Background: an optimization exercise with open tools, aiming at small area, a short achievable clock period and few clock cycles. Do not read the settings as production practice.
RTL that was checked went through simulation tests only; none was proved equivalent to the original.
The RTL of run 1 was laid out without a check of its function.
Power figures rest on the tool's default switching activity, not on a simulated workload.

## design/flow/design.v

```verilog
module sbf_engine (
    input  wire        clk,
    input  wire        rst,           
    input  wire        cmd_valid,
    output wire        cmd_ready,
    input  wire [31:0] cmd_word,
    input  wire [4:0]  rd_idx,
    output reg  [31:0] rd_data
);
    localparam [15:0] SYNC_WORD = 16'h4024;
    localparam [3:0] ST_NONE      = 4'd0;
    localparam [3:0] ST_FRAME_OK  = 4'd1;
    localparam [3:0] ST_INC_HDR   = 4'd2;
    localparam [3:0] ST_NOT_FRAME = 4'd3;
    localparam [3:0] ST_MALFORMED = 4'd4;
    localparam [3:0] ST_NEED_MORE = 4'd5;
    localparam [3:0] ST_CRC_MIS   = 4'd6;
    localparam [3:0] ST_SYNC_FND  = 4'd7;
    localparam [3:0] ST_SYNC_NF   = 4'd8;
    localparam integer S_IDLE = 0;
    localparam integer S_PRE  = 1;    
    localparam integer S_HDR  = 2;    
    localparam integer S_BODY = 3;    
    localparam integer S_CBP  = 4;    
    localparam integer S_CB   = 5;    
    localparam integer S_HUNT = 6;    
    localparam integer S_RD   = 7;    
    localparam [1:0] J_SCAN = 2'd0;
    localparam [1:0] J_HUNT = 2'd1;
    localparam [1:0] J_CB   = 2'd2;
    function [15:0] crc_w8;
        input [15:0] c;
        input [63:0] d;
        begin
            crc_w8[0] = c[0] ^ c[1] ^ c[3] ^ c[4] ^ c[7] ^ c[8] ^ c[10] ^ c[15] ^ d[0] ^ d[2] ^ d[7] ^ d[8] ^ d[9] ^ d[11] ^ d[12] ^ d[15] ^ d[18] ^ d[24] ^ d[25] ^ d[27] ^ d[34] ^ d[35] ^ d[36] ^ d[43] ^ d[44] ^ d[46] ^ d[48] ^ d[51] ^ d[52] ^ d[56] ^ d[60];
            crc_w8[1] = c[1] ^ c[2] ^ c[4] ^ c[5] ^ c[8] ^ c[9] ^ c[11] ^ d[0] ^ d[1] ^ d[3] ^ d[9] ^ d[10] ^ d[12] ^ d[13] ^ d[19] ^ d[25] ^ d[26] ^ d[28] ^ d[35] ^ d[36] ^ d[37] ^ d[44] ^ d[45] ^ d[47] ^ d[49] ^ d[52] ^ d[53] ^ d[57] ^ d[61];
            crc_w8[2] = c[2] ^ c[3] ^ c[5] ^ c[6] ^ c[9] ^ c[10] ^ c[12] ^ d[1] ^ d[2] ^ d[4] ^ d[10] ^ d[11] ^ d[13] ^ d[14] ^ d[20] ^ d[26] ^ d[27] ^ d[29] ^ d[32] ^ d[36] ^ d[37] ^ d[38] ^ d[45] ^ d[46] ^ d[50] ^ d[53] ^ d[54] ^ d[58] ^ d[62];
            crc_w8[3] = c[3] ^ c[4] ^ c[6] ^ c[7] ^ c[10] ^ c[11] ^ c[13] ^ d[2] ^ d[3] ^ d[5] ^ d[11] ^ d[12] ^ d[14] ^ d[15] ^ d[21] ^ d[27] ^ d[28] ^ d[30] ^ d[33] ^ d[37] ^ d[38] ^ d[39] ^ d[46] ^ d[47] ^ d[51] ^ d[54] ^ d[55] ^ d[59] ^ d[63];
            crc_w8[4] = c[4] ^ c[5] ^ c[7] ^ c[8] ^ c[11] ^ c[12] ^ c[14] ^ d[0] ^ d[3] ^ d[4] ^ d[6] ^ d[12] ^ d[13] ^ d[15] ^ d[22] ^ d[24] ^ d[28] ^ d[29] ^ d[31] ^ d[32] ^ d[34] ^ d[38] ^ d[39] ^ d[40] ^ d[47] ^ d[48] ^ d[52] ^ d[55] ^ d[60];
            crc_w8[5] = c[0] ^ c[1] ^ c[3] ^ c[4] ^ c[5] ^ c[6] ^ c[7] ^ c[9] ^ c[10] ^ c[12] ^ c[13] ^ d[1] ^ d[2] ^ d[4] ^ d[5] ^ d[8] ^ d[9] ^ d[11] ^ d[12] ^ d[13] ^ d[14] ^ d[15] ^ d[16] ^ d[18] ^ d[23] ^ d[27] ^ d[29] ^ d[30] ^ d[32] ^ d[33] ^ d[34] ^ d[36] ^ d[39] ^ d[40] ^ d[41] ^ d[43] ^ d[44] ^ d[46] ^ d[48] ^ d[49] ^ d[51] ^ d[52] ^ d[53] ^ d[56] ^ d[60] ^ d[61];
            crc_w8[6] = c[0] ^ c[1] ^ c[2] ^ c[4] ^ c[5] ^ c[6] ^ c[7] ^ c[8] ^ c[10] ^ c[11] ^ c[13] ^ c[14] ^ d[0] ^ d[2] ^ d[3] ^ d[5] ^ d[6] ^ d[8] ^ d[9] ^ d[10] ^ d[12] ^ d[13] ^ d[14] ^ d[15] ^ d[17] ^ d[19] ^ d[24] ^ d[28] ^ d[30] ^ d[31] ^ d[33] ^ d[34] ^ d[35] ^ d[37] ^ d[41] ^ d[42] ^ d[44] ^ d[45] ^ d[47] ^ d[49] ^ d[50] ^ d[52] ^ d[53] ^ d[54] ^ d[57] ^ d[61] ^ d[62];
            crc_w8[7] = c[1] ^ c[2] ^ c[3] ^ c[5] ^ c[6] ^ c[7] ^ c[8] ^ c[9] ^ c[11] ^ c[12] ^ c[14] ^ c[15] ^ d[0] ^ d[1] ^ d[3] ^ d[4] ^ d[6] ^ d[7] ^ d[9] ^ d[10] ^ d[11] ^ d[13] ^ d[14] ^ d[15] ^ d[16] ^ d[18] ^ d[20] ^ d[25] ^ d[29] ^ d[31] ^ d[32] ^ d[34] ^ d[35] ^ d[36] ^ d[38] ^ d[42] ^ d[43] ^ d[45] ^ d[46] ^ d[50] ^ d[51] ^ d[53] ^ d[54] ^ d[55] ^ d[58] ^ d[62] ^ d[63];
            crc_w8[8] = c[2] ^ c[3] ^ c[4] ^ c[6] ^ c[7] ^ c[8] ^ c[9] ^ c[10] ^ c[12] ^ c[13] ^ c[15] ^ d[0] ^ d[1] ^ d[2] ^ d[4] ^ d[5] ^ d[7] ^ d[10] ^ d[11] ^ d[12] ^ d[14] ^ d[15] ^ d[16] ^ d[17] ^ d[19] ^ d[21] ^ d[26] ^ d[30] ^ d[33] ^ d[35] ^ d[36] ^ d[37] ^ d[39] ^ d[40] ^ d[43] ^ d[44] ^ d[46] ^ d[47] ^ d[48] ^ d[51] ^ d[52] ^ d[54] ^ d[55] ^ d[59] ^ d[63];
            crc_w8[9] = c[3] ^ c[4] ^ c[5] ^ c[7] ^ c[8] ^ c[9] ^ c[10] ^ c[11] ^ c[13] ^ c[14] ^ d[0] ^ d[1] ^ d[2] ^ d[3] ^ d[5] ^ d[6] ^ d[11] ^ d[12] ^ d[13] ^ d[15] ^ d[17] ^ d[18] ^ d[20] ^ d[22] ^ d[24] ^ d[27] ^ d[31] ^ d[32] ^ d[34] ^ d[36] ^ d[37] ^ d[38] ^ d[40] ^ d[41] ^ d[44] ^ d[45] ^ d[47] ^ d[48] ^ d[49] ^ d[52] ^ d[53] ^ d[55] ^ d[60];
            crc_w8[10] = c[4] ^ c[5] ^ c[6] ^ c[8] ^ c[9] ^ c[10] ^ c[11] ^ c[12] ^ c[14] ^ c[15] ^ d[0] ^ d[1] ^ d[2] ^ d[3] ^ d[4] ^ d[6] ^ d[7] ^ d[12] ^ d[13] ^ d[14] ^ d[16] ^ d[18] ^ d[19] ^ d[21] ^ d[23] ^ d[25] ^ d[28] ^ d[32] ^ d[33] ^ d[35] ^ d[37] ^ d[38] ^ d[39] ^ d[40] ^ d[41] ^ d[42] ^ d[45] ^ d[46] ^ d[49] ^ d[50] ^ d[53] ^ d[54] ^ d[61];
            crc_w8[11] = c[0] ^ c[5] ^ c[6] ^ c[7] ^ c[9] ^ c[10] ^ c[11] ^ c[12] ^ c[13] ^ c[15] ^ d[1] ^ d[2] ^ d[3] ^ d[4] ^ d[5] ^ d[7] ^ d[8] ^ d[13] ^ d[14] ^ d[15] ^ d[17] ^ d[19] ^ d[20] ^ d[22] ^ d[24] ^ d[26] ^ d[29] ^ d[33] ^ d[34] ^ d[36] ^ d[38] ^ d[39] ^ d[41] ^ d[42] ^ d[43] ^ d[46] ^ d[47] ^ d[50] ^ d[51] ^ d[54] ^ d[55] ^ d[62];
            crc_w8[12] = c[0] ^ c[3] ^ c[4] ^ c[6] ^ c[11] ^ c[12] ^ c[13] ^ c[14] ^ c[15] ^ d[3] ^ d[4] ^ d[5] ^ d[6] ^ d[7] ^ d[8] ^ d[11] ^ d[12] ^ d[14] ^ d[20] ^ d[21] ^ d[23] ^ d[30] ^ d[32] ^ d[36] ^ d[37] ^ d[39] ^ d[40] ^ d[42] ^ d[46] ^ d[47] ^ d[48] ^ d[55] ^ d[56] ^ d[60] ^ d[63];
            crc_w8[13] = c[0] ^ c[1] ^ c[4] ^ c[5] ^ c[7] ^ c[12] ^ c[13] ^ c[14] ^ c[15] ^ d[4] ^ d[5] ^ d[6] ^ d[7] ^ d[8] ^ d[9] ^ d[12] ^ d[13] ^ d[15] ^ d[21] ^ d[22] ^ d[24] ^ d[31] ^ d[32] ^ d[33] ^ d[37] ^ d[38] ^ d[40] ^ d[41] ^ d[43] ^ d[47] ^ d[48] ^ d[49] ^ d[57] ^ d[61];
            crc_w8[14] = c[1] ^ c[2] ^ c[5] ^ c[6] ^ c[8] ^ c[13] ^ c[14] ^ c[15] ^ d[0] ^ d[5] ^ d[6] ^ d[7] ^ d[9] ^ d[10] ^ d[13] ^ d[14] ^ d[16] ^ d[22] ^ d[23] ^ d[25] ^ d[32] ^ d[33] ^ d[34] ^ d[38] ^ d[39] ^ d[41] ^ d[42] ^ d[44] ^ d[49] ^ d[50] ^ d[58] ^ d[62];
            crc_w8[15] = c[0] ^ c[2] ^ c[3] ^ c[6] ^ c[7] ^ c[9] ^ c[14] ^ c[15] ^ d[1] ^ d[6] ^ d[7] ^ d[8] ^ d[10] ^ d[11] ^ d[14] ^ d[15] ^ d[17] ^ d[23] ^ d[24] ^ d[26] ^ d[33] ^ d[34] ^ d[35] ^ d[39] ^ d[42] ^ d[43] ^ d[45] ^ d[50] ^ d[51] ^ d[59] ^ d[63];
        end
    endfunction
    function [15:0] crc_w1;
        input [15:0] c;
        input [7:0] d;
        begin
            crc_w1[0] = c[8] ^ c[12] ^ d[0] ^ d[4];
            crc_w1[1] = c[9] ^ c[13] ^ d[1] ^ d[5];
            crc_w1[2] = c[10] ^ c[14] ^ d[2] ^ d[6];
            crc_w1[3] = c[11] ^ c[15] ^ d[3] ^ d[7];
            crc_w1[4] = c[12] ^ d[4];
            crc_w1[5] = c[8] ^ c[12] ^ c[13] ^ d[0] ^ d[4] ^ d[5];
            crc_w1[6] = c[9] ^ c[13] ^ c[14] ^ d[1] ^ d[5] ^ d[6];
            crc_w1[7] = c[10] ^ c[14] ^ c[15] ^ d[2] ^ d[6] ^ d[7];
            crc_w1[8] = c[0] ^ c[11] ^ c[15] ^ d[3] ^ d[7];
            crc_w1[9] = c[1] ^ c[12] ^ d[4];
            crc_w1[10] = c[2] ^ c[13] ^ d[5];
            crc_w1[11] = c[3] ^ c[14] ^ d[6];
            crc_w1[12] = c[4] ^ c[8] ^ c[12] ^ c[15] ^ d[0] ^ d[4] ^ d[7];
            crc_w1[13] = c[5] ^ c[9] ^ c[13] ^ d[1] ^ d[5];
            crc_w1[14] = c[6] ^ c[10] ^ c[14] ^ d[2] ^ d[6];
            crc_w1[15] = c[7] ^ c[11] ^ c[15] ^ d[3] ^ d[7];
        end
    endfunction
    reg [63:0] mem [0:31];
    reg [15:0] crc_r;
    reg [8:0]  cur_r;
    reg [8:0]  fill_r;
    reg        mode_r;
    reg [3:0]  status_r;
    reg [2:0]  err_r;
    reg [15:0] h_sync, h_crc, h_id, h_len;
    reg [8:0]  body_off;
    reg [15:0] body_len;
    reg [16:0] next_off;
    reg [23:0] rng_off, rng_len;
    reg [7:0]  rdata_r;
    reg [15:0] nok_r, ncrc_r;
    reg [8:0]  avail_r;       
    reg [7:0]  base;          
    reg [7:0]  pcur;          
    reg [7:0]  pfill;         
    reg [7:0]  state;         
    reg [1:0]  job;           
    reg        is_next;       
    reg        is_step;       
    reg [4:0]  rword;         
    reg [2:0]  off_r;         
    reg [63:0] rdq;           
    reg [63:0] hold;          
    reg [8:0]  cnt;           
    reg [8:0]  tpos;          
    reg [7:0]  ppos;          
    reg        nh8;           
    reg [2:0]  lane;          
    reg        hfirst;        
    reg        pb24;          
    wire s_idle = state[S_IDLE];
    wire s_pre  = state[S_PRE];
    wire s_hdr  = state[S_HDR];
    wire s_body = state[S_BODY];
    wire s_cbp  = state[S_CBP];
    wire s_cb   = state[S_CB];
    wire s_hunt = state[S_HUNT];
    wire s_rd   = state[S_RD];
    assign cmd_ready = s_idle;
    wire [7:0]  op  = cmd_word[31:24];
    wire [23:0] imm = cmd_word[23:0];
    reg legal;
    always @(*) begin
        case (op)
            8'h00, 8'h01, 8'h02, 8'h04, 8'h06,
            8'h14, 8'h20, 8'h21, 8'h22: legal = (imm == 24'd0);
            8'h03, 8'h11:               legal = (imm[23:8] == 16'd0);
            8'h07:                      legal = (imm[23:1] == 23'd0);
            8'h10:                      legal = (imm[23:16] == 8'd0);
            8'h05, 8'h08, 8'h12, 8'h13: legal = 1'b1;
            default:                    legal = 1'b0;
        endcase
    end
    wire accept = cmd_valid && s_idle;
    wire [4:0]   raddr = s_idle ? pcur[7:3] : rword;
    wire [63:0]  rdw   = mem[raddr];
    reg [63:0] chunk;
    always @(*) begin
        case (off_r)
            3'd0: chunk = hold;
            3'd1: chunk = {rdq[7:0],  hold[63:8]};
            3'd2: chunk = {rdq[15:0], hold[63:16]};
            3'd3: chunk = {rdq[23:0], hold[63:24]};
            3'd4: chunk = {rdq[31:0], hold[63:32]};
            3'd5: chunk = {rdq[39:0], hold[63:40]};
            3'd6: chunk = {rdq[47:0], hold[63:48]};
            default: chunk = {rdq[55:0], hold[63:56]};
        endcase
    end
    wire [15:0] c_len = chunk[63:48];
    wire adv = s_pre | s_cbp | s_hunt | s_body |
               (s_hdr & (!c_len[2] | off_r[2])) |
               (s_cb & (cnt[8:3] != 6'd0));
    always @(posedge clk) begin
        if (s_idle | adv)
            rdq <= rdw;
        if (adv)
            hold <= rdq;
    end
    wire [9:0]  rng_end   = {1'b0, rng_off[8:0]} + {1'b0, rng_len[8:0]};
    wire        rng_bad   = (rng_off[23:9] != 15'd0) || (rng_len[23:9] != 15'd0) ||
                            (rng_end > {1'b0, fill_r});
    wire        skip_bad  = (imm[23:9] != 15'd0) || (imm[8:0] > avail_r);
    wire        read_bad  = (imm[23:9] != 15'd0) || (imm[8:0] >= fill_r);
    wire [7:0]  pstart    = base + rng_off[7:0];
    wire [7:0]  pread     = base + imm[7:0];
    wire        sync_ok   = (chunk[15:0] == SYNC_WORD);
    wire        len_ok    = (c_len > 16'd8) && (c_len[1:0] == 2'b00);
    wire        complete  = (c_len[15:9] == 7'd0) && (avail_r >= c_len[8:0]);
    wire [8:0]  left      = avail_r - c_len[8:0];
    wire [15:0] seed      = s_hdr ? 16'd0 : crc_r;
    wire [63:0] cdata     = s_hdr ? {chunk[63:32], 32'd0} : chunk;
    wire [15:0] crc8      = crc_w8(seed, cdata);
    wire [7:0]  lbyte     = chunk[{lane, 3'b000} +: 8];
    wire [15:0] crc1      = crc_w1(crc_r, s_idle ? imm[7:0] : lbyte);
    wire        fmatch    = (crc8 == h_crc);
    reg  [7:0] e24, e40;
    reg  [6:0] hm;
    integer    k;
    always @(*) begin
        for (k = 0; k < 8; k = k + 1) begin
            e24[k] = (chunk[8*k +: 8] == SYNC_WORD[7:0]);
            e40[k] = (chunk[8*k +: 8] == SYNC_WORD[15:8]);
        end
        for (k = 0; k < 7; k = k + 1)
            hm[k] = e24[k] & e40[k+1] & (cnt >= k + 2) & !(hfirst && k == 0);
    end
    wire       hx    = pb24 & e40[0] & !hfirst;
    wire       h_hit = hx | (hm != 7'd0);
    reg  [8:0] h_d;           
    always @(*) begin
        casez ({hx, hm})
            8'b1???????: h_d = 9'h1FF;
            8'b0??????1: h_d = 9'd0;
            8'b0?????10: h_d = 9'd1;
            8'b0????100: h_d = 9'd2;
            8'b0???1000: h_d = 9'd3;
            8'b0??10000: h_d = 9'd4;
            8'b0?100000: h_d = 9'd5;
            default:     h_d = 9'd6;
        endcase
    end
    always @(*) begin
        case (rd_idx)
            5'd0:  rd_data = {16'd0, crc_r};
            5'd1:  rd_data = {23'd0, cur_r};
            5'd2:  rd_data = {23'd0, fill_r};
            5'd3:  rd_data = {31'd0, mode_r};
            5'd4:  rd_data = {28'd0, status_r};
            5'd5:  rd_data = {29'd0, err_r};
            5'd6:  rd_data = {16'd0, h_sync};
            5'd7:  rd_data = {16'd0, h_crc};
            5'd8:  rd_data = {16'd0, h_id};
            5'd9:  rd_data = {16'd0, h_len};
            5'd10: rd_data = {23'd0, body_off};
            5'd11: rd_data = {16'd0, body_len};
            5'd12: rd_data = {15'd0, next_off};
            5'd13: rd_data = {8'd0, rng_off};
            5'd14: rd_data = {8'd0, rng_len};
            5'd15: rd_data = {24'd0, rdata_r};
            5'd16: rd_data = {16'd0, nok_r};
            5'd17: rd_data = {16'd0, ncrc_r};
            5'd18: rd_data = {19'd0, h_id[12:0]};
            5'd19: rd_data = {29'd0, h_id[15:13]};
            5'd20: rd_data = {23'd0, avail_r};
            default: rd_data = 32'd0;
        endcase
    end
    wire push_we = accept && legal && (op == 8'h03) && !fill_r[8];
    always @(posedge clk) begin
        if (push_we)
            mem[pfill[7:3]][{pfill[2:0], 3'b000} +: 8] <= imm[7:0];
    end
    task reset_regs;
        begin
            crc_r    <= 16'd0;
            cur_r    <= 9'd0;
            fill_r   <= 9'd0;
            mode_r   <= 1'b0;
            status_r <= ST_NONE;
            err_r    <= 3'd0;
            h_sync   <= 16'd0;
            h_crc    <= 16'd0;
            h_id     <= 16'd0;
            h_len    <= 16'd0;
            body_off <= 9'd0;
            body_len <= 16'd0;
            next_off <= 17'd0;
            rng_off  <= 24'd0;
            rng_len  <= 24'd0;
            rdata_r  <= 8'd0;
            nok_r    <= 16'd0;
            ncrc_r   <= 16'd0;
            avail_r  <= 9'd0;
            base     <= 8'd0;
            pcur     <= 8'd0;
            pfill    <= 8'd0;
        end
    endtask
    always @(posedge clk) begin
        if (adv)
            rword <= rword + 5'd1;
        if (rst) begin
            reset_regs;
            state <= 8'd1 << S_IDLE;
        end else begin
            if (s_idle) begin
                if (accept) begin
                    if (!legal) begin
                        err_r[0] <= 1'b1;
                    end else begin
                        case (op)
                        8'h00: ;  
                        8'h01: reset_regs;
                        8'h02: begin                            
                            fill_r   <= 9'd0;
                            cur_r    <= 9'd0;
                            avail_r  <= 9'd0;
                            status_r <= ST_NONE;
                            base     <= 8'd0;
                            pcur     <= 8'd0;
                            pfill    <= 8'd0;
                        end
                        8'h03: begin                            
                            if (fill_r[8])
                                err_r[1] <= 1'b1;
                            else begin
                                fill_r  <= fill_r + 9'd1;
                                avail_r <= avail_r + 9'd1;
                                pfill   <= pfill + 8'd1;
                            end
                        end
                        8'h04: begin                            
                            fill_r   <= avail_r;
                            cur_r    <= 9'd0;
                            base     <= pcur;
                            status_r <= ST_NONE;
                        end
                        8'h05: begin                            
                            if (skip_bad)
                                err_r[2] <= 1'b1;
                            else begin
                                cur_r    <= cur_r + imm[8:0];
                                avail_r  <= avail_r - imm[8:0];
                                pcur     <= pcur + imm[7:0];
                                status_r <= ST_NONE;
                            end
                        end
                        8'h06: begin                            
                            if (avail_r < 9'd3) begin
                                if (avail_r == 9'd2) begin
                                    cur_r   <= fill_r - 9'd1;
                                    avail_r <= 9'd1;
                                    pcur    <= pfill - 8'd1;
                                end
                                status_r <= ST_SYNC_NF;
                            end else begin
                                rword  <= pcur[7:3] + 5'd1;
                                off_r  <= pcur[2:0];
                                job    <= J_HUNT;
                                tpos   <= cur_r;
                                ppos   <= pcur;
                                cnt    <= avail_r;
                                hfirst <= 1'b1;
                                state  <= 8'd1 << S_PRE;
                            end
                        end
                        8'h07: mode_r <= imm[0];                
                        8'h08: begin                            
                            if (read_bad)
                                err_r[2] <= 1'b1;
                            else begin
                                rword <= pread[7:3];
                                lane  <= pread[2:0];
                                state <= 8'd1 << S_RD;
                            end
                        end
                        8'h10: crc_r <= imm[15:0];              
                        8'h11: crc_r <= crc1;                   
                        8'h12: rng_off <= imm;                  
                        8'h13: rng_len <= imm;                  
                        8'h14: begin                            
                            if (rng_bad)
                                err_r[2] <= 1'b1;
                            else if (rng_len != 24'd0) begin
                                rword <= pstart[7:3];
                                off_r <= pstart[2:0];
                                cnt   <= rng_len[8:0];
                                lane  <= 3'd0;
                                job   <= J_CB;
                                state <= 8'd1 << S_CBP;
                            end
                        end
                        8'h20, 8'h21, 8'h22: begin              
                            is_step <= (op != 8'h20);
                            is_next <= (op == 8'h22);
                            if (avail_r < 9'd8)
                                status_r <= ST_INC_HDR;
                            else begin
                                rword <= pcur[7:3] + 5'd1;
                                off_r <= pcur[2:0];
                                job   <= J_SCAN;
                                state <= 8'd1 << S_PRE;
                            end
                        end
                        default: ;
                        endcase
                    end
                end
            end
            if (s_cbp)
                state <= 8'd1 << S_PRE;
            if (s_pre) begin
                case (job)
                    J_SCAN:  state <= 8'd1 << S_HDR;
                    J_HUNT:  state <= 8'd1 << S_HUNT;
                    default: state <= 8'd1 << S_CB;
                endcase
            end
            if (s_hdr) begin
                h_sync <= chunk[15:0];
                h_crc  <= chunk[31:16];
                h_id   <= chunk[47:32];
                h_len  <= c_len;
                cnt    <= {3'd0, c_len[8:3] - {5'd0, !c_len[2]}};
                nh8    <= (left >= 9'd8);
                tpos   <= left;
                ppos   <= pcur + c_len[7:0];
                if (c_len[2])
                    off_r <= off_r ^ 3'd4;
                if (!sync_ok) begin
                    status_r <= ST_NOT_FRAME;
                    state    <= 8'd1 << S_IDLE;
                end else if (!len_ok) begin
                    status_r <= ST_MALFORMED;
                    state    <= 8'd1 << S_IDLE;
                end else begin
                    body_off <= cur_r + 9'd8;
                    body_len <= c_len - 16'd8;
                    next_off <= {8'd0, cur_r} + {1'b0, c_len};
                    if (!complete) begin
                        status_r <= ST_NEED_MORE;
                        state    <= 8'd1 << S_IDLE;
                    end else begin
                        crc_r <= c_len[2] ? 16'd0 : crc8;
                        state <= 8'd1 << S_BODY;
                    end
                end
            end
            if (s_body) begin
                crc_r <= crc8;
                cnt   <= cnt - 9'd1;
                if (cnt == 9'd1) begin
                    if (is_step) begin
                        cur_r   <= next_off[8:0];
                        avail_r <= tpos;
                        pcur    <= ppos;
                        if (fmatch) begin
                            if (nok_r != 16'hFFFF)
                                nok_r <= nok_r + 16'd1;
                        end else begin
                            if (ncrc_r != 16'hFFFF)
                                ncrc_r <= ncrc_r + 16'd1;
                        end
                    end
                    state <= 8'd1 << S_IDLE;
                    if (fmatch)
                        status_r <= ST_FRAME_OK;
                    else if (is_next && !mode_r) begin
                        if (!nh8)
                            status_r <= ST_INC_HDR;
                        else
                            state <= 8'd1 << S_HDR;
                    end else
                        status_r <= ST_CRC_MIS;
                end
            end
            if (s_cb) begin
                if (cnt[8:3] != 6'd0) begin
                    crc_r <= crc8;
                    cnt   <= cnt - 9'd8;
                    if (cnt == 9'd8)
                        state <= 8'd1 << S_IDLE;
                end else begin
                    crc_r <= crc1;
                    cnt   <= cnt - 9'd1;
                    lane  <= lane + 3'd1;
                    if (cnt == 9'd1)
                        state <= 8'd1 << S_IDLE;
                end
            end
            if (s_hunt) begin
                if (h_hit) begin
                    cur_r    <= tpos + h_d;
                    pcur     <= ppos + h_d[7:0];
                    avail_r  <= cnt - h_d;
                    status_r <= ST_SYNC_FND;
                    state    <= 8'd1 << S_IDLE;
                end else if (cnt <= 9'd8) begin
                    cur_r    <= fill_r - 9'd1;
                    avail_r  <= 9'd1;
                    pcur     <= pfill - 8'd1;
                    status_r <= ST_SYNC_NF;
                    state    <= 8'd1 << S_IDLE;
                end else begin
                    hfirst <= 1'b0;
                    pb24   <= e24[7];
                    tpos   <= tpos + 9'd8;
                    ppos   <= ppos + 8'd8;
                    cnt   <= cnt - 9'd8;
                end
            end
            if (s_rd) begin
                rdata_r <= rdw[{lane, 3'b000} +: 8];
                state   <= 8'd1 << S_IDLE;
            end
        end
    end
endmodule
```

## design/flow/run.sh

```bash
#!/bin/bash
# synth_recipe.tcl (not shown) runs the flow's synth.tcl, then flattens the netlist and writes it again
# the make line also repeats each setting of config.mk as NAME=value (left out here)
make -C /OpenROAD-flow-scripts/flow DESIGN_CONFIG=/design/flow/config.mk WORK_HOME=/design/flow/orfs CLKGATE_MAP_FILE= SYNTH_SCRIPT=/design/flow/synth_recipe.tcl finish
```

## design/flow/config.mk

```make
export PLATFORM = sky130hd
export DESIGN_NAME = sbf_engine
export DESIGN_NICKNAME = sbf_engine
export VERILOG_FILES = /design/flow/design.v
export SDC_FILE = /design/flow/constraint.sdc
export NUM_CORES = 4
export LEC_CHECK = 0
export ABC_CLOCK_PERIOD_IN_PS = 5000
export CAP_MARGIN = 20
export CORE_MARGIN = 2
export CORE_UTILIZATION = 40
export SETUP_SLACK_MARGIN = 4.6
export SLEW_MARGIN = 20
```

## design/flow/constraint.sdc

```tcl
create_clock -name core_clock -period 10.0 [get_ports {clk}]
set_input_delay 2.0000 -clock core_clock [delete_from_list [all_inputs] [get_ports {clk}]]
set_output_delay 2.0000 -clock core_clock [all_outputs]
set_load 0.01 [all_outputs]
```

==> run_results.csv, run 1 <==
group,metric,value,unit
run_status,status,"finished clean",
sta,finalCriticalPeriod,5.70,ns
cts,cts.sinks,2497,
sta,worst_slew_pin_slew,1.28,ns
drt,viasPerCell,6.13,
pwr,peakVddDrop,0.140,mV
worst_setup_path,required,8.00,ns
yosys,ys.warnings.count,1,
job,maxCapViolations,0,
sta,max_slew_margin,13.9,%
global_routing,grt_max_degree,178,
pwr,power,0.0238,W
sta,fin_tns_setup,0,ns
yosys,ys_async_sr_fraction,0,%
sta,fin_crit_sh,57.0,%
worst_setup_path,slowest_stage,"nor3_1",
sta,setup_viol,0,
floorplan,rows,198,
floorplan,start_util,40.1,%
drt,drt_iter0_markers,11200,
drt,num_vias,78700,
global_routing,grt_pass1_vias,76600,
drt,drc,0,
final_layout,drive_above_1_share,24.4,%
worst_setup_path,worstPathArrival,3.70,ns
cts,cts_tree,"yes",
hold_path,hold_class,"flop to flop",
worst_setup_path,worst-path-max-fanout,10,
worst_setup_path,cp_cell_sequence,"buf_8 -> nand2b_1 -> nor3_1 -> a22oi_1 -> nand4_1 -> a2111oi_2 -> nand2_1 -> buf_2",
yosys,ys.flop_type,"edfxtp_1",
yosys,synth_area,117000,um2
cts,cts.path.max_buffers,4,
global_routing,antenna_found_initial,17,
final_layout,final_cell_mix,"edfxtp_1 (2,215), nand2_1 (1,051), mux4_2 (539), buf_4 (393), nor2_1 (379)",
yosys,ys_seq_area_share,61.9,%
global_routing,gr-usage-all-layers,26.6,%
worst_setup_path,slowest_delay,0.59,ns
final_layout,mostFrequentLayoutCell,"edfxtp_1",
cts,cts_root_buf,"clkbuf_16",
yosys,syn_area_per_cell,13.9,um2
pwr,p_leak,45.7,nW
cts,cts_max_level,5,
worst_setup_path,cp-end-kind,"output port",
pwr,p_per_area,172,nW/um2
sta,skew,0.0785,ns
global_routing,grt_pass1_wl,569000,um
drt,dr.pass1.iters,10,
yosys,yosys.area.top_type,"edfxtp_1",
worst_setup_path,path_class,"input pin to output port",
yosys,synthCells,8414,
drt,detail_route.wl_per_cell,31.3,um
yosys,yosysTopAreaCellShare,57.0,%
yosys,synth_area_leaders,"edfxtp_1 (57%), mux4_2 (10%), dfxtp_1 (4.8%)",
floorplan,core_area,291000,um2
cts,ctsHoldBuffers,0,
placed_design,finalWeightedCongestion,0.977,
worst_setup_path,start_kind,"input pin",
cts,cts.clk_slew.worst_paths,0.05,ns
sta,timing.fmax,175,MHz
drt,wl,401000,um
cts,numCtsBuffers,276,
floorplan,die_height,544,um
placed_design,dpl.hpwl,259000,um
sta,finalHoldViolations,0,
final_layout,final_nets,8911,
placed_design,portBuffers,64,
yosys,synth_cell_types,119,
final_layout,syn2layout_area_growth,18.4,%
floorplan,die_x,544,um
sta,rsz0062_at_grt,"yes",
floorplan,ioPinCount,73,
drt,ant_nets,0,
yosys,synth_edf_count,2215,
yosys,ys_seq_elements,2497,
cts,clk_latency,0.91,ns
floorplan,dieArea,296000,um2
global_routing,grt_overflow_total,0,
sta,drv_slew,0,
## layout make-up
| cell class | count | area (um2) |
|---|---|---|
| sequential | 2497 | 72200 |
| inverter | 136 | 569 |
| clock buffer | 335 | 7200 |
| multi-input combinational | 5220 | 45700 |
| antenna | 3 | 7.51 |
| tap | 3900 | 4880 |
| fill | 24800 | 153000 |
| timing repair buffer | 586 | 5970 |
| clock inverter | 153 | 1600 |
## cell families (layout without fill, tap and decap cells)
| kind of cell | Yosys count | after routing | synth area share, % |
|---|---|---|---|
| xor gates and xnor gates | 474 | 474 | 4.45 |
| other | 1 | 11 | 0.00321 |
| muxes | 692 | 692 | 11.8 |
| AOI/OAI and AO/OA | 1370 | 1372 | 8.18 |
| adders and majority gates | 154 | 154 | 1.73 |
| and+or+nand+nor | 2516 | 2520 | 9.46 |
| DFF | 2497 | 2497 | 61.9 |
| buffers and inverters | 710 | 1210 | 2.58 |
## path summary, 6_finish.rpt
path / startpoint / endpoint / slack (ns) / depth (start not counted)
max: rd_idx[4] / rd_data[2] / 4.30 / 8
min: rdq[58]$_DFFE_PP_ / hold[58]$_DFFE_PN_ / 0.41 / 0
max reg2reg: off_r[1]$_DFFE_PP_ / avail_r[8]$_SDFF_PP0_ / 4.37 / 25
min reg2reg: rdq[58]$_DFFE_PP_ / hold[58]$_DFFE_PN_ / 0.41 / 0
## synth_stat cells (23+ instances only)
cell type and count:
o221ai_1 28, mux4_2 539, a22o_1 61, inv_1 124, nor4_1 30, buf_1 80, a221oi_1 74, nor3_1 99
nor2_1 707, o22ai_1 48, a21o_1 51, a211oi_1 49, a21oi_1 313, a22oi_1 73, xor2_1 121, nor2b_1 46
mux2i_1 121, o21bai_1 34, xnor2_1 276, mux2_2 27, edfxtp_1 2215, dfxtp_1 282, buf_6 24, buf_2 45
a31oi_1 30, nand2_1 1070, and2_1 25, nand3_1 296, and3_1 75, ha_1 142, buf_4 23, o211ai_1 114
clkbuf_1 401, nand2b_1 30, a222oi_1 32, xnor3_1 64, o21ai_0 222
## power breakdown
group	internal (W)	switching, W	total [W]
registers	0.0112	0.0000165	0.0112
logic	0.00112	0.00135	0.00248
clock network	0.00573	0.00432	0.0101
total	0.0181	0.00569	0.0238
## sequential cells by signal, indices dropped and copies added (netlist names), 9 cells and up
| name | count |
|---|---|
| body_off | 9 |
| avail_r | 9 |
| hold | 64 |
| h_sync | 16 |
| h_len | 16 |
| ncrc_r | 16 |
| next_off | 17 |
| rng_off | 24 |
| h_crc | 16 |
| cur_r | 9 |
| tpos | 9 |
| body_len | 16 |
| crc_r | 16 |
| fill_r | 9 |
| cnt | 9 |
| rdq | 64 |
| rng_len | 24 |
| mem | 2048 |
| h_id | 16 |
| nok_r | 16 |
## routing by layer
layer	track usage [%]	part of all wire [%]	vias to the layer above
li1	-	-	33000
met1	35.8	39	39800
met4	13.8	6.2	20
met2	40.0	44	4864
met3	6.41	11	1085
met5	0	0.029	-
## repair_timing
action / 4_1_cts / 5_1_grt
setup endpoints to repair: 2302 / 1426
pin swaps: 115 / 95
resized for setup: 442 / 154
setup buffers: 195 / 69
gates cloned: 24 / 4
## per-stage QoR
stage | hold slack [ns] | cells | instance area (um2) | util [%] | worst slack, ns
finish | 0.414 | 12800 | 138000 | 47.5 | 4.30
global route | 0.421 | 12800 | 138000 | 47.5 | 4.25
CTS | 0.413 | 12800 | 137000 | 47.0 | 4.35
detailed placement | 0.406 | 12000 | 124000 | 42.7 | 2.17
global placement | 0.410 | 12000 | 124000 | 42.7 | 2.30
floorplan | 0.400 | 8421 | 119000 | - | 3.90
## critical path, delay by kind of cell
kind,cells,cell delay (ns)
simple gates,4,1.16
buf+inv,2,0.30
compound gates,2,0.24
==> run 2, diff against run 1 <==
--- a/design/flow/design.v
+++ b/design/flow/design.v
@@ -25,6 +25,7 @@
     localparam integer S_CB   = 5;    
     localparam integer S_HUNT = 6;    
     localparam integer S_RD   = 7;    
+    localparam integer S_HFIN = 8;    
     localparam [1:0] J_SCAN = 2'd0;
     localparam [1:0] J_HUNT = 2'd1;
     localparam [1:0] J_CB   = 2'd2;
@@ -90,7 +91,7 @@
     reg [7:0]  base;          
     reg [7:0]  pcur;          
     reg [7:0]  pfill;         
-    reg [7:0]  state;         
+    reg [8:0]  state;         
     reg [1:0]  job;           
     reg        is_next;       
     reg        is_step;       
@@ -105,6 +106,7 @@
     reg [2:0]  lane;          
     reg        hfirst;        
     reg        pb24;          
+    reg [8:0]  hd_r;          
     wire s_idle = state[S_IDLE];
     wire s_pre  = state[S_PRE];
     wire s_hdr  = state[S_HDR];
@@ -113,6 +115,7 @@
     wire s_cb   = state[S_CB];
     wire s_hunt = state[S_HUNT];
     wire s_rd   = state[S_RD];
+    wire s_hfin = state[S_HFIN];
     assign cmd_ready = s_idle;
     wire [7:0]  op  = cmd_word[31:24];
     wire [23:0] imm = cmd_word[23:0];
@@ -259,7 +262,7 @@
             rword <= rword + 5'd1;
         if (rst) begin
             reset_regs;
-            state <= 8'd1 << S_IDLE;
+            state <= 9'd1 << S_IDLE;
         end else begin
             if (s_idle) begin
                 if (accept) begin
@@ -319,7 +322,7 @@
                                 ppos   <= pcur;
                                 cnt    <= avail_r;
                                 hfirst <= 1'b1;
-                                state  <= 8'd1 << S_PRE;
+                                state  <= 9'd1 << S_PRE;
                             end
                         end
                         8'h07: mode_r <= imm[0];                
@@ -329,7 +332,7 @@
                             else begin
                                 rword <= pread[7:3];
                                 lane  <= pread[2:0];
-                                state <= 8'd1 << S_RD;
+                                state <= 9'd1 << S_RD;
                             end
                         end
                         8'h10: crc_r <= imm[15:0];              
@@ -345,7 +348,7 @@
                                 cnt   <= rng_len[8:0];
                                 lane  <= 3'd0;
                                 job   <= J_CB;
-                                state <= 8'd1 << S_CBP;
+                                state <= 9'd1 << S_CBP;
                             end
                         end
                         8'h20, 8'h21, 8'h22: begin              
@@ -357,7 +360,7 @@
                                 rword <= pcur[7:3] + 5'd1;
                                 off_r <= pcur[2:0];
                                 job   <= J_SCAN;
-                                state <= 8'd1 << S_PRE;
+                                state <= 9'd1 << S_PRE;
                             end
                         end
                         default: ;
@@ -366,12 +369,12 @@
                 end
             end
             if (s_cbp)
-                state <= 8'd1 << S_PRE;
+                state <= 9'd1 << S_PRE;
             if (s_pre) begin
                 case (job)
-                    J_SCAN:  state <= 8'd1 << S_HDR;
-                    J_HUNT:  state <= 8'd1 << S_HUNT;
-                    default: state <= 8'd1 << S_CB;
+                    J_SCAN:  state <= 9'd1 << S_HDR;
+                    J_HUNT:  state <= 9'd1 << S_HUNT;
+                    default: state <= 9'd1 << S_CB;
                 endcase
             end
             if (s_hdr) begin
@@ -387,20 +390,20 @@
                     off_r <= off_r ^ 3'd4;
                 if (!sync_ok) begin
                     status_r <= ST_NOT_FRAME;
-                    state    <= 8'd1 << S_IDLE;
+                    state    <= 9'd1 << S_IDLE;
                 end else if (!len_ok) begin
                     status_r <= ST_MALFORMED;
-                    state    <= 8'd1 << S_IDLE;
+                    state    <= 9'd1 << S_IDLE;
                 end else begin
                     body_off <= cur_r + 9'd8;
                     body_len <= c_len - 16'd8;
                     next_off <= {8'd0, cur_r} + {1'b0, c_len};
                     if (!complete) begin
                         status_r <= ST_NEED_MORE;
-                        state    <= 8'd1 << S_IDLE;
+                        state    <= 9'd1 << S_IDLE;
                     end else begin
                         crc_r <= c_len[2] ? 16'd0 : crc8;
-                        state <= 8'd1 << S_BODY;
+                        state <= 9'd1 << S_BODY;
                     end
                 end
             end
@@ -420,14 +423,14 @@
                                 ncrc_r <= ncrc_r + 16'd1;
                         end
                     end
-                    state <= 8'd1 << S_IDLE;
+                    state <= 9'd1 << S_IDLE;
                     if (fmatch)
                         status_r <= ST_FRAME_OK;
                     else if (is_next && !mode_r) begin
                         if (!nh8)
                             status_r <= ST_INC_HDR;
                         else
-                            state <= 8'd1 << S_HDR;
+                            state <= 9'd1 << S_HDR;
                     end else
                         status_r <= ST_CRC_MIS;
                 end
@@ -437,28 +440,25 @@
                     crc_r <= crc8;
                     cnt   <= cnt - 9'd8;
                     if (cnt == 9'd8)
-                        state <= 8'd1 << S_IDLE;
+                        state <= 9'd1 << S_IDLE;
                 end else begin
                     crc_r <= crc1;
                     cnt   <= cnt - 9'd1;
                     lane  <= lane + 3'd1;
                     if (cnt == 9'd1)
-                        state <= 8'd1 << S_IDLE;
+                        state <= 9'd1 << S_IDLE;
                 end
             end
             if (s_hunt) begin
                 if (h_hit) begin
-                    cur_r    <= tpos + h_d;
-                    pcur     <= ppos + h_d[7:0];
-                    avail_r  <= cnt - h_d;
-                    status_r <= ST_SYNC_FND;
-                    state    <= 8'd1 << S_IDLE;
+                    hd_r     <= h_d;
+                    state    <= 9'd1 << S_HFIN;
                 end else if (cnt <= 9'd8) begin
                     cur_r    <= fill_r - 9'd1;
                     avail_r  <= 9'd1;
                     pcur     <= pfill - 8'd1;
                     status_r <= ST_SYNC_NF;
-                    state    <= 8'd1 << S_IDLE;
+                    state    <= 9'd1 << S_IDLE;
                 end else begin
                     hfirst <= 1'b0;
                     pb24   <= e24[7];
@@ -467,9 +467,16 @@
                     cnt   <= cnt - 9'd8;
                 end
             end
+            if (s_hfin) begin
+                cur_r    <= tpos + hd_r;
+                pcur     <= ppos + hd_r[7:0];
+                avail_r  <= cnt - hd_r;
+                status_r <= ST_SYNC_FND;
+                state    <= 9'd1 << S_IDLE;
+            end
             if (s_rd) begin
                 rdata_r <= rdw[{lane, 3'b000} +: 8];
-                state   <= 8'd1 << S_IDLE;
+                state   <= 9'd1 << S_IDLE;
             end
         end
     end
--- a/design/flow/config.mk
+++ b/design/flow/config.mk
@@ -9,5 +9,5 @@
 export CAP_MARGIN = 20
 export CORE_MARGIN = 2
 export CORE_UTILIZATION = 40
-export SETUP_SLACK_MARGIN = 4.6
+export SETUP_SLACK_MARGIN = 4.3
 export SLEW_MARGIN = 20
==> run 2 against run 1 <==
Compared with the run above:
- flip-flop and latch count is 5 higher
- fmax is 0.57% lower
- clock skew is 0.014 ns lower
- critical endpoint is now rd_data[4]
- largest power group unchanged
- count of clock-buffer cells in the layout is 2 higher
- first-iteration DRC count is 6.6% lower
- sequential power hardly changed
==> run_results.csv, run 2 <==
group,metric,value,unit
global_routing,grt_overflow_total,0,
sta,finalHoldViolations,0,
worst_setup_path,worstPathArrival,3.74,ns
sta,timing.fmax,174,MHz
global_routing,gr-usage-all-layers,26.2,%
drt,drt_iter0_markers,10400,
cts,cts_root_buf,"clkbuf_16",
global_routing,busiest_layer,"met2",
floorplan,core_area,288000,um2
yosys,synthSimpleGateAreaFrac,8.98,%
drt,viasPerCell,6.18,
run_status,status,"finished clean",
final_layout,n_fill_cell,24900,
yosys,synth_top_family_by_area,"multiplexers",
drt,num_vias,76700,
yosys,syn_area_per_cell,14.0,um2
placed_design,placed_cells,11800,
floorplan,die_x,542,um
drt,dr.pass1.iters,6,
pwr,internal_power,0.0179,W
yosys,yosysMostFrequentCell,"edfxtp_1",
pwr,comb_power_share,9.8,%
floorplan,dieArea,294000,um2
yosys,synthCells,8267,
worst_setup_path,start_kind,"input pin",
yosys,synth_fa_ha_area_share,1.74,%
sta,rsz0062_at_grt,"yes",
final_layout,final_nets,8605,
worst_setup_path,required,8.00,ns
placed_design,dpl.hpwl,257000,um
pwr,p_per_area,176,nW/um2
yosys,synthMuxAreaShare,11.8,%
pwr,p_leak,44.9,nW
final_layout,final_cell_mix,"edfxtp_1 (2,219), nand2_1 (1,028), mux4_2 (540), nor2_1 (353), a21oi_1 (289)",
sta,drv_slew,0,
worst_setup_path,cp-end-kind,"output port",
drt,detail_route.wl_per_cell,31.6,um
floorplan,rows,197,
cts,numCtsBuffers,269,
worst_setup_path,worst-path-max-fanout,6,
drt,drc,0,
global_routing,grt_max_degree,146,
floorplan,die_height,542,um
sta,skew,0.0643,ns
cts,cts.sinks,2502,
yosys,yosys.area.top_type,"edfxtp_1",
yosys,synth_area_leaders,"edfxtp_1 (58%), mux4_2 (11%), dfxtp_1 (4.9%)",
job,maxCapViolations,0,
global_routing,grt_pass1_wl,557000,um
final_layout,largest_reg_flops,2048,
final_layout,utilization,46.4,%
yosys,ys_seq_area_share,62.5,%
pwr,p_sw,0.00562,W
global_routing,grt_pass1_vias,74400,
drt,wl,392000,um
sta,fin_crit_sh,57.4,%
hold_path,hold_class,"flop to flop",
floorplan,ioPinCount,73,
placed_design,post_dp_cell_area,121000,um2
sta,worst_slew_pin_slew,1.25,ns
worst_setup_path,path_class,"input pin to output port",
yosys,synth_cell_types,103,
yosys,synth_area,116000,um2
sta,fin_tns_setup,0,ns
cts,cts_max_level,5,
pwr,peakVddDrop,0.118,mV
pwr,p_clk_share,42.5,%
drt,ant_nets,0,
global_routing,antenna_found_initial,8,
placed_design,finalWeightedCongestion,0.990,
final_layout,syn2layout_area_growth,15.4,%
pwr,p_seq_share,47.8,%
floorplan,start_util,40.2,%
final_layout,drive_above_1_share,21.9,%
yosys,synth_edf_count,2219,
yosys,ys.flop_type,"edfxtp_1",
yosys,ys_async_sr_fraction,0,%
final_layout,mostFrequentLayoutCell,"edfxtp_1",
yosys,ys.warnings.count,1,
placed_design,portBuffers,64,
global_routing,grtUsageMet2,40.2,%
cts,cts_tree,"yes",
sta,setup_viol,0,
final_layout,layout.cells.non_filler,12400,
cts,clk_latency,0.93,ns
yosys,synth_compound_area_share,8.25,%
yosys,yosysTopAreaCellShare,57.6,%
sta,finalCriticalPeriod,5.74,ns
yosys,ys_seq_elements,2502,
cts,cts.clk_slew.worst_paths,0.06,ns
final_layout,final_area,134000,um2
pwr,switching_share,23.9,%
cts,cts.path.max_buffers,4,
sta,max_slew_margin,16.6,%
global_routing,grt_use_met3,5.57,%
yosys,netlist_top_cells_count,"edfxtp_1 (2,219), nand2_1 (1,057), nor2_1 (668)",
yosys,synth-xor-area-share,4.33,%
global_routing,grt_use_met1,35.3,%
## run 2: path summary, 6_finish.rpt
check                                            to  cells past startpoint  slack (ns)               start
worst max-delay path                     rd_data[4]                      9        4.26           rd_idx[4]
worst max register to register  nok_r[0]$_SDFF_PP0_                     19        4.34  off_r[0]$_DFFE_PP_
worst min register to register   hold[60]$_DFFE_PN_                      0        0.42   rdq[60]$_DFFE_PP_
worst min-delay path             hold[60]$_DFFE_PN_                      0        0.42   rdq[60]$_DFFE_PP_
## run 2: power by group through the flow
stage / clock [W] / combinational, W / sequential, W
6_report: 0.0100 / 0.00231 / 0.0113
5_1_grt: 0.0105 / 0.00237 / 0.0112
4_1_cts: 0.0101 / 0.00217 / 0.0113
3_5_place_dp: 0 / 0.00208 / 0.0115
3_3_place_gp: 0 / 0.00207 / 0.0115
2_1_floorplan: 0 / 0.00143 / 0.0115
## run 2: cell type report
cell class              instances  area [um2]  area share [%]
clock inverters               146        1570            1.18
clock buffers                 337        7140            5.35
multi-input cells            5105       43600            32.6
flip-flops and latches       2502       72300            54.1
inverters                     131         531           0.397
diodes                          3        7.51         0.00562
repair buffers                402        3760            2.81
well taps                    3781        4730            3.54
## run 2: cell families after synthesis
family | count (synthesis)
DFF | 2502
and+or+nand+nor | 2401
AOI/OAI and AO/OA | 1375
muxes | 685
buffers and inverters | 671
xor gates and xnor gates | 478
adders and majority gates | 154
other | 1
## run 2: metrics by stage
stage	total power [W]	setup slack [ns]	hold WS, ns
2_1_floorplan	0.0129	4.32	0.400
3_3_place_gp	0.0135	1.35	0.409
3_5_place_dp	0.0136	1.82	0.405
4_1_cts	0.0235	4.18	0.424
5_1_grt	0.0241	4.17	0.441
6_report	0.0236	4.26	0.420
## run 2: timing repair
action,4_1_cts,5_1_grt
gates resized for setup,563,213
hold buffers,0,0
endpoints found under the setup margin,2272,2259
pin swaps,40,30
setup buffers,64,29
gates cloned,5,4
## run 2: layer usage
layer	part of all wire (%)	vias to the layer above
met3	10	916
met1	39	39000
met5	0.0033	-
met4	5.8	2
li1	-	32100
met2	45	4660
## run 2: critical path, cell delays in order
cell and delay, ns:
buf_12 0.11, buf_8 0.12, or3_4 0.44, nor2_4 0.15
buf_2 0.27, buf_4 0.16, a222oi_1 0.11, nand2_1 0.20
clkbuf_2 0.18
Testbench counts of run 2, summed over its fixed seeds: cycles 95,993.

==> separate check: timing with driven ports <==
How much do the figures lean on ideal ports? The routed layouts below were timed once more, with nothing changed but the port constraints. Step 1, drivers: a clkbuf_16 drives clk and a buf_2 each remaining input, both assumed. Step 2 also shifts input and output timing later by t, the mid clock arrival at the registers, as if the neighbouring blocks saw the same clock. Three values: ideal ports, drivers, drivers and shift; two values: the first two.
| run | t, ns | setup slack, ns | worst setup path at the end | clock arrival spread, ns | pins driven straight from the clock port |
|---|---|---|---|---|---|
| run 1 | 0.966 | 4.297 / 4.219 / 3.712 | input to register | 0.082 / 0.082 | 1 |
| run 2 | 0.985 | 4.264 / 4.200 / 3.369 | input to register | 0.068 / 0.068 | 1 |
After both steps every run listed still meets setup and hold. The setup slack of run 2, which loses most, moves by -0.064 ns with the drivers and by -0.895 ns with both steps.
